Source: an optimization exercise on an open RTL-to-GDS flow (aim: small area, a short achievable clock period and few clock cycles per item). Production flows keep margins and buffers that such runs may drop.
Only simulation tests tie the RTL to the original design; equivalence was not proved.
Power figures rest on the tool's default switching activity, not on a simulated workload.

==> indigo <==
## ccm_engine
module ccm_engine (
    input  wire         clk,
    input  wire         rst,           
    input  wire         host_we,
    input  wire [5:0]   host_addr,     
    input  wire [31:0]  host_wdata,
    output reg  [31:0]  host_rdata,
    output wire         irq,
    output reg          mem_req,
    output reg          mem_we,
    output reg  [63:0]  mem_addr,
    output reg  [7:0]   mem_wdata,
    input  wire         mem_ready,
    input  wire [7:0]   mem_rdata,
    input  wire         mem_err,
    output wire         enc_req,
    output wire [127:0] enc_in,
    input  wire         enc_ack,
    input  wire [127:0] enc_out,
    input  wire         cipher_ok
);
export LEC_CHECK = 0
export CAP_MARGIN = 25
export CORE_MARGIN = 2
export CORE_UTILIZATION = 45
export CTS_CLUSTER_DIAMETER = 80
export CTS_CLUSTER_SIZE = 24
export PLACE_DENSITY = 0.55
export SLEW_MARGIN = 35
create_clock -name core_clock -period 14.0 [get_ports {clk}]
standard.sh (not shown) runs the stock make flow with config.mk's settings and CLKGATE_MAP_FILE= SYNTH_SCRIPT=/design/flow/synth_recipe.tcl, a recipe that flattens the netlist after the stock synthesis.
==> flow/flow/run.sh <==
#!/bin/bash
# Layout flow: the standard ORFS flow (standard.sh, unchanged synthesis),
# with two changes made through ORFS variables:
#  - the port buffers are sky130_fd_sc_hd__buf_1 (resized where timing needs it) instead of the default delay
#    buffer, so the combinational host read path is not slowed by them
#    (every port still gets its buffer);
#  - repair_timing aims for 7 ns of setup slack (the SDC clock stays as given).
# Full tool output goes to standard_flow.log in this folder (ORFS keeps its
# per-step logs under orfs/logs).
set -euo pipefail
bash standard.sh \
    "BUFFER_PORTS_ARGS=-buffer_cell sky130_fd_sc_hd__buf_1" \
    SETUP_SLACK_MARGIN=7 \
    finish > standard_flow.log 2>&1
==> ember (differences from indigo) <==
--- a/flow/design.v
+++ b/flow/design.v
@@ -54,15 +54,15 @@
     reg  [63:0] ad_addr, ad_len, in_addr, in_len, out_addr, out_len;
     reg  [2:0]   st;
     reg          is_open, has_ad, m_zero, dcmd, scrub;
     reg  [3:0]   pend_err;
     reg  [4:0]   k;           
     reg  [3:0]   kw;          
     reg  [4:0]   kn;          
-    reg          diff;        
+    reg  [7:0]   diff;
     reg  [127:0] Y, D, A;
     reg  [63:0]  ad_ptr, in_ptr, out_ptr, R;
     reg          c_busy;      
     reg  [1:0]   c_job;
     reg          b0_done, ctr_init, need_ctr, s_ok, last_blk, lastctr, s0_iss, s0_done;
     reg          ypend, ptxt, dfold, early_used;
     wire [3:0] cfg_L  = 4'd15 - active_n;
@@ -200,16 +200,16 @@
     reg [4:0] k_n, kn_n;
     reg [3:0] kw_n;
     reg       ypend_n, ptxt_n, dfold_n, need_ctr_n, s_ok_n, last_blk_n, lastctr_n, early_used_n;
     reg       s0_iss_n, c_busy_n, ctr_init_ev, b0_done_n, ctr_init_n;
     reg [1:0] c_job_n;
     reg [3:0] pend_err_n;
     reg       scrub_n, complete;
-    reg       diff_n;
-    wire       diff_rd = diff || (mem_rdata != tk);
+    reg [7:0] diff_n;
+    wire [7:0] diff_rd = diff | (mem_rdata ^ tk);
     always @(*) begin
         st_n       = st;
         k_n        = k;
         kn_n       = kn;
         kw_n       = kw;
         ypend_n    = ypend;
         ptxt_n     = ptxt;
@@ -291,15 +291,15 @@
             end
             S_TAG: begin
                 if (tg_ok) begin
                     kw_n = kw + 4'd1;
                     if (is_open) diff_n = diff_rd;
                     if ({1'b0, kw} == tag_t - 5'd1) begin
                         if (!is_open) st_n = S_FIN;
-                        else if (!diff_rd) complete = 1'b1;
+                        else if (diff_rd == 8'd0) complete = 1'b1;
                         else begin
                             pend_err_n = E_AUTH;
                             scrub_n    = 1'b1;
                             st_n       = S_FIN;
                         end
                     end
                 end else if (rq_tag && m_fail) begin
@@ -403,15 +403,15 @@
             s0_iss    <= 1'b0;
             s0_done   <= 1'b0;
             scrub     <= 1'b0;
             ptxt      <= 1'b0;
             last_blk  <= 1'b0;
             k         <= 5'd0;
             kw        <= 4'd0;
-            diff      <= 1'b0;
+            diff      <= 8'd0;
             pend_err  <= 4'd0;
             is_open   <= 1'b0;
             has_ad    <= 1'b0;
             m_zero    <= 1'b0;
             dcmd      <= 1'b0;
         end else begin
             if (host_we && host_addr == A_STATUS) begin
@@ -422,15 +422,15 @@
                 st_ovr <= 1'b1;
             if (st == S_IDLE) begin
                 is_open  <= c_open;
                 has_ad   <= ad_nz;
                 m_zero   <= m_is0;
                 k        <= {1'b0, ad_pl};
                 kw       <= 4'd0;
-                diff     <= 1'b0;
+                diff     <= 8'd0;
                 ypend    <= 1'b0;
                 ptxt     <= 1'b0;
                 dfold    <= 1'b1;    
                 b0_done  <= 1'b0;
                 ctr_init <= 1'b0;
                 need_ctr <= 1'b0;
                 early_used <= 1'b0;
==> flow/flow/run.sh (replaced) <==
#!/bin/bash
# Layout flow: the standard ORFS flow (standard.sh, unchanged synthesis),
# with two changes made through ORFS variables:
#  - the port buffers are sky130_fd_sc_hd__buf_2 instead of the default delay
#    buffer, so the combinational host read path is not slowed by them
#    (every port still gets its buffer);
#  - repair_timing aims for 7 ns of setup slack (the SDC clock stays as given).
# Full tool output goes to standard_flow.log in this folder (ORFS keeps its
# per-step logs under orfs/logs).
set -euo pipefail
bash standard.sh \
    "BUFFER_PORTS_ARGS=-buffer_cell sky130_fd_sc_hd__buf_2" \
    SETUP_SLACK_MARGIN=7 \
    finish > standard_flow.log 2>&1
==> flow/config.mk (replaced) <==
export PLATFORM = sky130hd
export DESIGN_NAME = ccm_engine
export DESIGN_NICKNAME = ccm_engine
export VERILOG_FILES = /design/flow/design.v
export SDC_FILE = /design/flow/constraint.sdc
export NUM_CORES = 4
export LEC_CHECK = 0
export CAP_MARGIN = 15
export CORE_MARGIN = 2
export CORE_UTILIZATION = 45
export CTS_CLUSTER_DIAMETER = 60
export CTS_CLUSTER_SIZE = 20
export PLACE_DENSITY = 0.55
export SLEW_MARGIN = 15
==> notes <==
Against ember, the die area of indigo is higher by about 0.4%. In indigo the maximum frequency is lower than in ember, by 1.8%. Between indigo and ember, the lower setup slack is in indigo (gap 0.13 ns). Of ember and indigo, indigo has the higher via count (gap about 0.9%, measured against indigo). Of indigo and ember, ember has the higher sequential cell count (gap 7). In ember the clock power is larger than in indigo, by about 22%. Of ember and indigo, ember has the higher count of clock-buffer cells in the layout (gap 40). Between indigo and ember, the lower sequential share of layout area is in ember (gap 0.56 points). Against ember, the wire length of indigo is larger by 3.0%.
==> figures <==
Result of the run: ember complete, no violations; indigo complete, no violations
Die span in y: ember 417 um; indigo 418 um
Multi-input gate area in the final layout: ember 0.0410 mm^2; indigo 0.0413 mm^2
End-of-flow core utilization: ember 52.5%; indigo 51.1%
Resize count post-CTS: ember 214; indigo 165
Number of cells on the worst reg-to-reg path: ember 10; indigo 14
Net count of the mapped netlist: ember 8519; indigo 8544
Internal power consumption: ember 10.3 mW; indigo 7.92 mW
Critical R2R Launch: ember st[0]; indigo st[1]
Detail Route met2 WL: ember 177 mm; indigo 178 mm
Post-layout power: ember 19.6 mW; indigo 14.7 mW
Iteration-0 DRC Markers: ember 15007; indigo 16141
Number of gates on the worst path with buffers counted: ember 7; indigo 8
Total wirelength of the detailed-routed design: ember 455 mm; indigo 469 mm
Part of the total power dissipated in combinational logic: ember 43.9%; indigo 38.8%
Number of combinational gates with multiple inputs: ember 6304; indigo 6320
Global Route Usage Sum: ember 50.3%; indigo 51.6%
Synthesized-area fraction occupied by adder cells: ember 1.50%; indigo 1.49%
Wirelength per Cell: ember 41.7 um; indigo 43.1 um
Setup slack at placement: ember 5.05 ns; indigo 5.63 ns
Testbench counts of indigo, summed over its fixed seeds: cycles 49,000, cmds 136.
Testbench counts of ember, summed over its fixed seeds: cycles 49,000, cmds 136.

re-timing with driven ports:
In the flow no input, the clock included, has a driving cell. The finished layouts below were timed again as built, in two steps.
Step 1 assumes that a clkbuf_16 drives the clock port and a buf_2 every other input.
Step 2, shift: input delay + t, output delay - t, t = (earliest + latest rising clock arrival at the registers) / 2. This alone moves slack from input paths to output paths.
Three values: ideal ports, drivers, drivers and shift; two values: the first two.
run	t, ns	setup WS [ns]	hold WS [ns]	worst setup path at the end
indigo	0.883	6.648 / 6.432 / 6.432	0.487 / 0.487 / 0.487	input to output
ember	0.913	6.782 / 6.262 / 6.262	0.464 / 0.464 / 0.464	input to output
After both steps every run listed still meets setup and hold. For ember, which loses most, drivers alone change the setup slack by -0.520 ns; drivers and shift together by -0.520 ns.
